Context: an optimization exercise on an open-source flow, tuned for a short achievable clock period and few clock cycles. The choices shown serve that exercise and are no tape-out recipe. The RTL of this run was laid out without a check of its function.

===== design/flow/config.mk =====
export PLATFORM = sky130hd
export DESIGN_NAME = melkor_core
export DESIGN_NICKNAME = melkor_core
export VERILOG_FILES = /design/flow/design.v
export SDC_FILE = /design/flow/constraint.sdc
export NUM_CORES = 4
export LEC_CHECK = 0
export ABC_CLOCK_PERIOD_IN_PS = 3500
export CAP_MARGIN = 20
export CORE_MARGIN = 2
export CORE_UTILIZATION = 40
export SETUP_SLACK_MARGIN = 4.0
export SLEW_MARGIN = 20
export TNS_END_PERCENT = 100

===== design/flow/constraint.sdc =====
create_clock -name core_clock -period 8.0 [get_ports {clk}]
set_input_delay 1.6000 -clock core_clock [delete_from_list [all_inputs] [get_ports {clk}]]
set_output_delay 1.6000 -clock core_clock [all_outputs]
set_load 0.01 [all_outputs]

===== design/flow/design.v =====
module melkor_core (
    input  wire         clk,
    input  wire         rst,           
    input  wire [63:0]  low_sp,        
    input  wire [63:0]  capacity,      
    output wire         mem_req,
    output wire         mem_we,
    output wire [63:0]  mem_addr,
    output wire [63:0]  mem_wdata,
    input  wire         mem_gnt,
    input  wire         mem_rvalid,
    input  wire [135:0] mem_rdata,
    output reg          out_valid,
    output reg  [63:0]  out_data,
    output wire [4:0]   status,        
    output wire [63:0]  ip_o,
    output wire [63:0]  sp_o,
    output wire         zf_o,
    output wire         cf_o,
    input  wire [3:0]   reg_sel,
    output wire [63:0]  reg_rdata
);
    localparam [3:0] OP_NOOP = 4'd0,  OP_HALT = 4'd1,  OP_MOV = 4'd2,  OP_ADD = 4'd3,
                     OP_PUSH = 4'd4,  OP_POP  = 4'd5,  OP_INT = 4'd6,  OP_CMP = 4'd7,
                     OP_JMP  = 4'd8,  OP_JE   = 4'd9,  OP_JNE = 4'd10, OP_JL  = 4'd11,
                     OP_JLE  = 4'd12, OP_JG   = 4'd13, OP_JGE = 4'd14;
    localparam [1:0] T_NONE = 2'd0, T_IMM = 2'd1, T_REG = 2'd2, T_ADDR = 2'd3;
    localparam [2:0] F_FETCH = 3'd1, F_REG = 3'd2, F_OVF = 3'd3, F_UNF = 3'd4,
                     F_ILL   = 3'd5, F_MEM = 3'd6;
    localparam [2:0] R_FETCH = 3'd0, R_DROP = 3'd1, R_POP = 3'd2, R_INT = 3'd3, R_FETCHP = 3'd4;
    reg [63:0]  x [0:15];
    reg [63:0]  ip, sp, spm1;
    reg         zf, cf;
    reg [1:0]   run_state;
    reg [2:0]   cause;
    reg         at_end, past_end;       
    reg         sp_full, sp_empty;      
    reg [63:0]  sc [0:31];
    reg [31:0]  sc_v;
    reg [63:0]  spo;                    
    reg         top_hit;                
    reg [63:0]  top_val;                
    reg [63:0]  lo_r, cap_r, lowm1_r, lop1_r, capm1_r, room_r;
    reg [135:0] qd0, qd1, qd2, qd3;
    reg [3:0]   qp0, qp1, qp2, qp3;         
    reg [2:0]   qc;
    reg [63:0]  opA, opB;               
    reg [63:0]  fpc;                    
    reg [2:0]   fin;                    
    reg         br_v, br_we;
    reg [63:0]  br_addr, br_wdata;
    reg [2:0]   br_tag;
    reg [2:0]   rt0, rt1, rt2, rt3, rt4, rt5, rt6, rt7;
    reg [16:0]  ra0, ra1, ra2, ra3, ra4, ra5, ra6, ra7;    
    reg [31:0]  ic_v;
    reg [10:0]  ic_tag [0:31];
    reg [138:0] ic_d   [0:31];          
    reg [63:0]  ipp1;                   
    reg [15:0]  bt_v, bt_tk;
    reg [11:0]  bt_tag [0:15];
    reg [15:0]  bt_tgt [0:15];
    reg [3:0]   rn;                     
    reg [3:0]   int_pend;               
    reg         pop_wait;
    reg         i2_ok;
    reg [63:0]  i2_addr;
    reg         i2_bad;
    reg         i2_small;
    reg [4:0]   i2_idx;
    wire [3:0]  opc  = qd0[135:132];
    wire [1:0]  ta   = qd0[131:130];
    wire [63:0] va   = qd0[127:64];
    wire        q0v  = (qc != 3'd0);
    wire        ill  = qp0[0];
    wire        aoor = qp0[1];
    wire        boor = qp0[2];
    wire        pred = qp0[3];
    wire        running = (run_state == 2'd0);
    reg taken;
    always @(*) begin
        case (opc)
            OP_JE:   taken = zf;
            OP_JNE:  taken = !zf;
            OP_JL:   taken = !zf && cf;
            OP_JLE:  taken = zf || cf;
            OP_JG:   taken = !zf && !cf;
            OP_JGE:  taken = zf || !cf;
            default: taken = 1'b1;
        endcase
    end
    wire resp      = mem_rvalid && (rn != 4'd0);
    wire br_fetch  = br_v && !br_we && (br_tag == R_FETCH || br_tag == R_FETCHP);
    wire br_free   = !br_v || mem_gnt;
    wire stop_ok   = !(br_v && !br_we && br_tag == R_INT) && !(br_v && br_we && !mem_gnt)
                     && ((int_pend == 4'd0) || (int_pend == 4'd1 && resp && rt0 == R_INT));
    reg         adv;           
    reg         seq;           
    reg         redirect;      
    reg         jump;          
    reg         mispred;       
    reg         do_stop;
    reg [1:0]   stop_state;
    reg [2:0]   stop_cause;
    reg         wr_alu;        
    reg         wr_flags;
    reg         dreq, dwe;
    reg [63:0]  daddr;
    reg [2:0]   dtag;
    reg         do_push, do_popdone, pop_hit;
    reg         pop_wait_n, int_hit;
    always @(*) begin
        adv = 1'b0; seq = 1'b0; redirect = 1'b0; jump = 1'b0; mispred = 1'b0;
        do_stop = 1'b0; stop_state = 2'd0; stop_cause = 3'd0;
        wr_alu = 1'b0; wr_flags = 1'b0;
        dreq = 1'b0; dwe = 1'b0; daddr = spm1; dtag = R_POP;
        do_push = 1'b0; do_popdone = 1'b0; pop_hit = 1'b0;
        pop_wait_n = pop_wait; int_hit = 1'b0;
        if (running) begin
            if (at_end) begin
                if (stop_ok) begin do_stop = 1'b1; stop_state = 2'd1; end
            end else if (past_end) begin
                if (stop_ok) begin do_stop = 1'b1; stop_state = 2'd2; stop_cause = F_FETCH; end
            end else if (pop_wait) begin
                if (resp && rt0 == R_POP) begin
                    do_popdone = 1'b1; adv = 1'b1; seq = 1'b1; pop_wait_n = 1'b0;
                end
            end else if (q0v) begin
                if (ill) begin
                    if (stop_ok) begin do_stop = 1'b1; stop_state = 2'd2; stop_cause = F_ILL; end
                end else begin
                    case (opc)
                        OP_NOOP: begin adv = 1'b1; seq = 1'b1; end
                        OP_HALT: begin
                            if (stop_ok) begin do_stop = 1'b1; stop_state = 2'd1; seq = 1'b1; end
                        end
                        OP_MOV, OP_ADD: begin
                            if (aoor || boor) begin
                                if (stop_ok) begin do_stop = 1'b1; stop_state = 2'd2; stop_cause = F_REG; end
                            end else begin
                                wr_alu = 1'b1; adv = 1'b1; seq = 1'b1;
                            end
                        end
                        OP_PUSH: begin
                            if (sp_full) begin
                                if (stop_ok) begin do_stop = 1'b1; stop_state = 2'd2; stop_cause = F_OVF; end
                            end else if (aoor) begin
                                if (stop_ok) begin do_stop = 1'b1; stop_state = 2'd2; stop_cause = F_REG; end
                            end else begin
                                if (br_free) begin
                                    dreq = 1'b1; dwe = 1'b1; daddr = sp;
                                    do_push = 1'b1; adv = 1'b1; seq = 1'b1;
                                end
                            end
                        end
                        OP_POP: begin
                            if (sp_empty) begin
                                if (stop_ok) begin do_stop = 1'b1; stop_state = 2'd2; stop_cause = F_UNF; end
                            end else if (aoor) begin
                                if (stop_ok) begin do_stop = 1'b1; stop_state = 2'd2; stop_cause = F_REG; end
                            end else if (top_hit) begin
                                pop_hit = 1'b1; adv = 1'b1; seq = 1'b1;
                            end else if (br_free && rn < 4'd7) begin
                                dreq = 1'b1; daddr = spm1; dtag = R_POP;
                                pop_wait_n = 1'b1;
                            end
                        end
                        OP_INT: begin
                            if (aoor) begin
                                if (stop_ok) begin do_stop = 1'b1; stop_state = 2'd2; stop_cause = F_REG; end
                            end else if (opA != 64'd4) begin
                                adv = 1'b1; seq = 1'b1;
                            end else if (!i2_ok) begin
                            end else if (i2_bad) begin
                                if (stop_ok) begin do_stop = 1'b1; stop_state = 2'd2; stop_cause = F_MEM; end
                            end else if (int_pend == 4'd0 && !(br_v && !br_we && br_tag == R_INT)
                                         && i2_small && sc_v[i2_idx]) begin
                                int_hit = 1'b1; adv = 1'b1; seq = 1'b1;
                            end else if (br_free && rn < 4'd7) begin
                                dreq = 1'b1; daddr = i2_addr; dtag = R_INT;
                                adv = 1'b1; seq = 1'b1;
                            end
                        end
                        OP_CMP: begin
                            if (aoor || boor) begin
                                if (stop_ok) begin do_stop = 1'b1; stop_state = 2'd2; stop_cause = F_REG; end
                            end else begin
                                wr_flags = 1'b1; adv = 1'b1; seq = 1'b1;
                            end
                        end
                        default: begin  
                            if (aoor) begin
                                if (stop_ok) begin do_stop = 1'b1; stop_state = 2'd2; stop_cause = F_REG; end
                            end else if (taken) begin
                                jump = 1'b1; adv = 1'b1; redirect = !pred;
                            end else begin
                                adv = 1'b1; seq = 1'b1; redirect = pred; mispred = pred;
                            end
                        end
                    endcase
                end
            end
        end
    end
    wire        fetch_room = ({1'b0, qc} + {1'b0, fin} + {3'd0, br_fetch} < 4'd4);
    wire        freq  = !do_stop && !dreq && (rn < 4'd7) && !redirect && !ic_take && fetch_room;
    wire [63:0] ftgt  = mispred ? ipp1 : opA;
    wire [3:0]  bi    = fpc[3:0];
    wire        bhit  = !redirect && (fpc[63:16] == 48'd0) && bt_v[bi] && bt_tk[bi]
                        && (bt_tag[bi] == fpc[15:4]);
    wire        bt_upd = jump || (seq && opc >= OP_JMP && opc != 4'd15 && q0v);
    assign mem_req   = br_v;
    assign mem_we    = br_we;
    assign mem_addr  = br_addr;
    assign mem_wdata = br_wdata;
    wire        rd_issue = mem_gnt && br_v && !br_we;
    wire [2:0]  rd_tag   = (redirect && br_fetch) ? R_DROP : br_tag;
    wire        resp_fetch = resp && (rt0 == R_FETCH || rt0 == R_FETCHP) && !redirect;
    wire        resp_ifill = resp && (rt0 == R_FETCH || rt0 == R_FETCHP || rt0 == R_DROP) && ra0[16];
    wire [4:0]   ic_i   = fpc[4:0];
    wire [138:0] ic_w   = ic_d[ic_i];
    wire         ic_hit = (fpc[63:16] == 48'd0) && ic_v[ic_i] && (ic_tag[ic_i] == fpc[15:5]);
    wire         ic_take = running && ic_hit && (fin == 3'd0) && !br_fetch && (qc != 3'd4);
    wire         in_v  = resp_fetch || ic_take;
    wire [135:0] in_d  = resp_fetch ? mem_rdata : ic_w[135:0];
    wire [3:0]   in_pd = resp_fetch ? r_pd : {bhit, ic_w[138:136]};
    wire        resp_int   = resp && (rt0 == R_INT);
    wire [63:0] alu_res = (opc == OP_MOV) ? opB : (opA + opB);
    wire        wr_en   = wr_alu || do_popdone || pop_hit;
    wire [3:0]  wr_idx  = va[3:0];
    wire [63:0] wr_data = do_popdone ? mem_rdata[63:0] : (pop_hit ? top_val : alu_res);
    wire        n_from_q1 = adv ? (qc >= 3'd2) : 1'b0;
    wire        n_from_q0 = !adv && q0v;
    wire [135:0] n_ins    = n_from_q1 ? qd1 : (n_from_q0 ? qd0 : in_d);
    wire [1:0]  n_ta = n_ins[131:130];
    wire [1:0]  n_tb = n_ins[129:128];
    wire [63:0] n_va = n_ins[127:64];
    wire [63:0] n_vb = n_ins[63:0];
    wire [63:0] rfa = (wr_en && wr_idx == n_va[3:0]) ? wr_data : x[n_va[3:0]];
    wire [63:0] rfb = (wr_en && wr_idx == n_vb[3:0]) ? wr_data : x[n_vb[3:0]];
    wire [3:0]  r_opc = mem_rdata[135:132];
    wire [1:0]  r_ta  = mem_rdata[131:130];
    wire [1:0]  r_tb  = mem_rdata[129:128];
    wire        r_jcc = (r_opc >= OP_JE) && (r_opc <= OP_JGE);
    wire        r_ill = (r_opc == 4'd15)
                     || ((r_opc == OP_MOV || r_opc == OP_ADD || r_opc == OP_POP) && r_ta != T_REG)
                     || ((r_opc == OP_MOV || r_opc == OP_ADD || r_opc == OP_CMP) && r_tb == T_NONE)
                     || ((r_opc == OP_PUSH || r_opc == OP_INT || r_opc == OP_CMP || r_opc == OP_JMP || r_jcc)
                         && r_ta == T_NONE);
    wire        r_aoor = (r_ta == T_REG) && (mem_rdata[127:68] != 60'd0);
    wire        r_boor = (r_tb == T_REG) && (mem_rdata[63:4] != 60'd0);
    wire [3:0]  r_pd   = {rt0 == R_FETCHP, r_boor, r_aoor, r_ill};
    assign status    = {cause, run_state};
    assign ip_o      = ip;
    assign sp_o      = sp;
    assign zf_o      = zf;
    assign cf_o      = cf;
    assign reg_rdata = x[reg_sel];
    integer i;
    wire [63:0] x2_n = !(wr_en && wr_idx == 4'd2) ? x[2] : (pop_hit ? top_val : opB);
    reg [26:0] rt_t;
    reg [23:0] rt_n;
    always @(*) begin
        rt_t = {R_DROP, rt7, rt6, rt5, rt4, rt3, rt2, rt1, rt0};
        if (redirect)
            for (i = 0; i < 8; i = i + 1)
                if (rt_t[3*i +: 3] == R_FETCH || rt_t[3*i +: 3] == R_FETCHP) rt_t[3*i +: 3] = R_DROP;
        if (resp)
            rt_t = {R_DROP, rt_t[26:3]};
        if (rd_issue)
            rt_t[3*(rn - (resp ? 4'd1 : 4'd0)) +: 3] = rd_tag;
        rt_n = rt_t[23:0];
    end
    reg [152:0] ra_t;
    reg [135:0] ra_n;
    always @(*) begin
        ra_t = {17'd0, ra7, ra6, ra5, ra4, ra3, ra2, ra1, ra0};
        if (resp)
            ra_t = {17'd0, ra_t[152:17]};
        if (rd_issue)
            ra_t[17*(rn - (resp ? 4'd1 : 4'd0)) +: 17] = {br_addr[63:16] == 48'd0, br_addr[15:0]};
        ra_n = ra_t[135:0];
    end
    always @(posedge clk) begin
        if (rst) begin
            lo_r  <= low_sp;
            cap_r <= capacity;
        end
        lowm1_r <= lo_r - 64'd1;
        lop1_r  <= lo_r + 64'd1;
        capm1_r <= cap_r - 64'd1;
        room_r  <= cap_r - lo_r;
        i2_ok    <= !(wr_en && wr_idx == 4'd2 && !(pop_hit || (wr_alu && opc == OP_MOV)));
        i2_addr  <= lo_r + x2_n;
        i2_bad   <= x2_n[63] || (x2_n >= room_r);
        i2_small <= (x2_n[63:5] == 59'd0);
        i2_idx   <= x2_n[4:0];
        opA <= (n_ta == T_REG) ? rfa : n_va;
        opB <= (n_tb == T_REG) ? rfb : n_vb;
    end
    always @(posedge clk) begin
        if (rst) begin
            for (i = 0; i < 16; i = i + 1)
                x[i] <= 64'd0;
        end else if (wr_en) begin
            x[wr_idx] <= wr_data;
        end
    end
    always @(posedge clk) begin
        if (rst) begin
            ip        <= 64'd0;
            ipp1      <= 64'd1;
            sp        <= low_sp;
            spm1      <= low_sp - 64'd1;
            sp_full   <= (low_sp == capacity);
            sp_empty  <= 1'b1;
            spo       <= 64'd0;
            sc_v      <= 32'd0;
            top_hit   <= 1'b0;
            at_end    <= (low_sp == 64'd0);
            past_end  <= 1'b0;
            zf        <= 1'b0;
            cf        <= 1'b0;
            run_state <= 2'd0;
            cause     <= 3'd0;
            pop_wait  <= 1'b0;
            out_valid <= 1'b0;
            out_data  <= 64'd0;
        end else begin
            pop_wait  <= pop_wait_n;
            out_valid <= resp_int || int_hit;
            if (resp_int)
                out_data <= mem_rdata[63:0];
            else if (int_hit)
                out_data <= sc[i2_idx];
            if (do_stop) begin
                run_state <= stop_state;
                cause     <= stop_cause;
            end
            if (seq) begin
                ip       <= ipp1;
                ipp1     <= ipp1 + 64'd1;
                at_end   <= (ip == lowm1_r);
                past_end <= 1'b0;
            end else if (jump) begin
                ip       <= opA;
                ipp1     <= opA + 64'd1;
                at_end   <= (opA == lo_r);
                past_end <= (opA > lo_r);
            end
            if (wr_flags) begin
                zf <= (opA == opB);
                cf <= ($signed(opA) < $signed(opB));
            end
            if (do_push) begin
                spo      <= spo + 64'd1;
                top_hit  <= (spo[63:5] == 59'd0);
                top_val  <= opA;
                if (spo[63:5] == 59'd0) begin
                    sc[spo[4:0]]   <= opA;
                    sc_v[spo[4:0]] <= 1'b1;
                end
                sp       <= sp + 64'd1;
                spm1     <= sp;
                sp_full  <= (sp == capm1_r);
                sp_empty <= 1'b0;
            end else if (do_popdone || pop_hit) begin
                spo      <= spo - 64'd1;
                top_hit  <= (spo[63:6] == 58'd0) && (spo[5:0] >= 6'd2) && (spo[5:0] <= 6'd33)
                            && sc_v[spo[4:0] - 5'd2];
                top_val  <= sc[spo[4:0] - 5'd2];
                sp       <= spm1;
                spm1     <= spm1 - 64'd1;
                sp_full  <= 1'b0;
                sp_empty <= (sp == lop1_r);
            end
        end
    end
    always @(posedge clk) begin
        if (rst) begin
            fpc      <= 64'd1;
            bt_v     <= 16'd0;
            ic_v     <= 32'd0;
            fin      <= 3'd0;
            qc       <= 3'd0;
            br_v     <= 1'b1;
            br_we    <= 1'b0;
            br_addr  <= 64'd0;
            br_tag   <= R_FETCH;
            rn       <= 4'd0;
            int_pend <= 4'd0;
        end else begin
            if (bt_upd && ta != T_REG && ip[63:16] == 48'd0 && va[63:16] == 48'd0) begin
                bt_v[ip[3:0]]   <= 1'b1;
                bt_tk[ip[3:0]]  <= jump;
                bt_tag[ip[3:0]] <= ip[15:4];
                bt_tgt[ip[3:0]] <= va[15:0];
            end
            if (!running || do_stop) begin
                br_v <= 1'b0;
            end else if (br_free || (br_fetch && redirect)) begin
                if (dreq) begin
                    br_v     <= 1'b1;
                    br_we    <= dwe;
                    br_addr  <= daddr;
                    br_wdata <= opA;
                    br_tag   <= dtag;
                end else if (freq) begin
                    br_v     <= 1'b1;
                    br_we    <= 1'b0;
                    br_addr  <= fpc;
                    br_tag   <= bhit ? R_FETCHP : R_FETCH;
                end else begin
                    br_v     <= 1'b0;
                end
            end
            if (redirect)
                fpc <= ftgt;
            else if (ic_take || (br_free && !dreq && freq))
                fpc <= bhit ? {48'd0, bt_tgt[bi]} : fpc + 64'd1;
            if (redirect)
                fin <= 3'd0;
            else
                fin <= fin + ((br_fetch && mem_gnt) ? 3'd1 : 3'd0) - (resp_fetch ? 3'd1 : 3'd0);
            if (resp_ifill) begin
                ic_v[ra0[4:0]]   <= 1'b1;
                ic_tag[ra0[4:0]] <= ra0[15:5];
                ic_d[ra0[4:0]]   <= {r_pd[2:0], mem_rdata};
            end
            int_pend <= int_pend + ((br_v && !br_we && br_tag == R_INT && mem_gnt) ? 4'd1 : 4'd0)
                                 - (resp_int ? 4'd1 : 4'd0);
            if (redirect) begin
                qc <= 3'd0;
            end else begin
                qc <= qc - (adv ? 3'd1 : 3'd0) + (in_v ? 3'd1 : 3'd0);
                if (adv) begin
                    qd0 <= (qc == 3'd1) ? in_d : qd1;
                    qp0 <= (qc == 3'd1) ? in_pd : qp1;
                    qd1 <= (qc == 3'd2) ? in_d : qd2;
                    qp1 <= (qc == 3'd2) ? in_pd : qp2;
                    qd2 <= (qc == 3'd3) ? in_d : qd3;
                    qp2 <= (qc == 3'd3) ? in_pd : qp3;
                    qd3 <= in_d;
                    qp3 <= in_pd;
                end else begin
                    if (qc == 3'd0) begin qd0 <= in_d; qp0 <= in_pd; end
                    if (qc == 3'd1) begin qd1 <= in_d; qp1 <= in_pd; end
                    if (qc == 3'd2) begin qd2 <= in_d; qp2 <= in_pd; end
                    if (qc == 3'd3) begin qd3 <= in_d; qp3 <= in_pd; end
                end
            end
            rn <= rn + (rd_issue ? 4'd1 : 4'd0) - (resp ? 4'd1 : 4'd0);
            {rt7, rt6, rt5, rt4, rt3, rt2, rt1, rt0} <= rt_n;
            {ra7, ra6, ra5, ra4, ra3, ra2, ra1, ra0} <= ra_n;
        end
    end
endmodule

===== design/flow/run.sh =====
#!/bin/bash
# synth_recipe.tcl (not shown) runs the flow's synth.tcl, then flattens the netlist and writes it again
# the make line also repeats each setting of config.mk as NAME=value (left out here)
make -C /OpenROAD-flow-scripts/flow DESIGN_CONFIG=/design/flow/config.mk WORK_HOME=/design/flow/orfs CLKGATE_MAP_FILE= SYNTH_SCRIPT=/design/flow/synth_recipe.tcl finish

==> notes.md <==
==> impl_metrics.env <==
export IMPL_status="stopped before the end"
export IMPL_ys_warn_count=1
export IMPL_haltStage="1_2_yosys"
export IMPL_error_line="ERROR: TCL interpreter returned an error: Source files actually used in the design:"
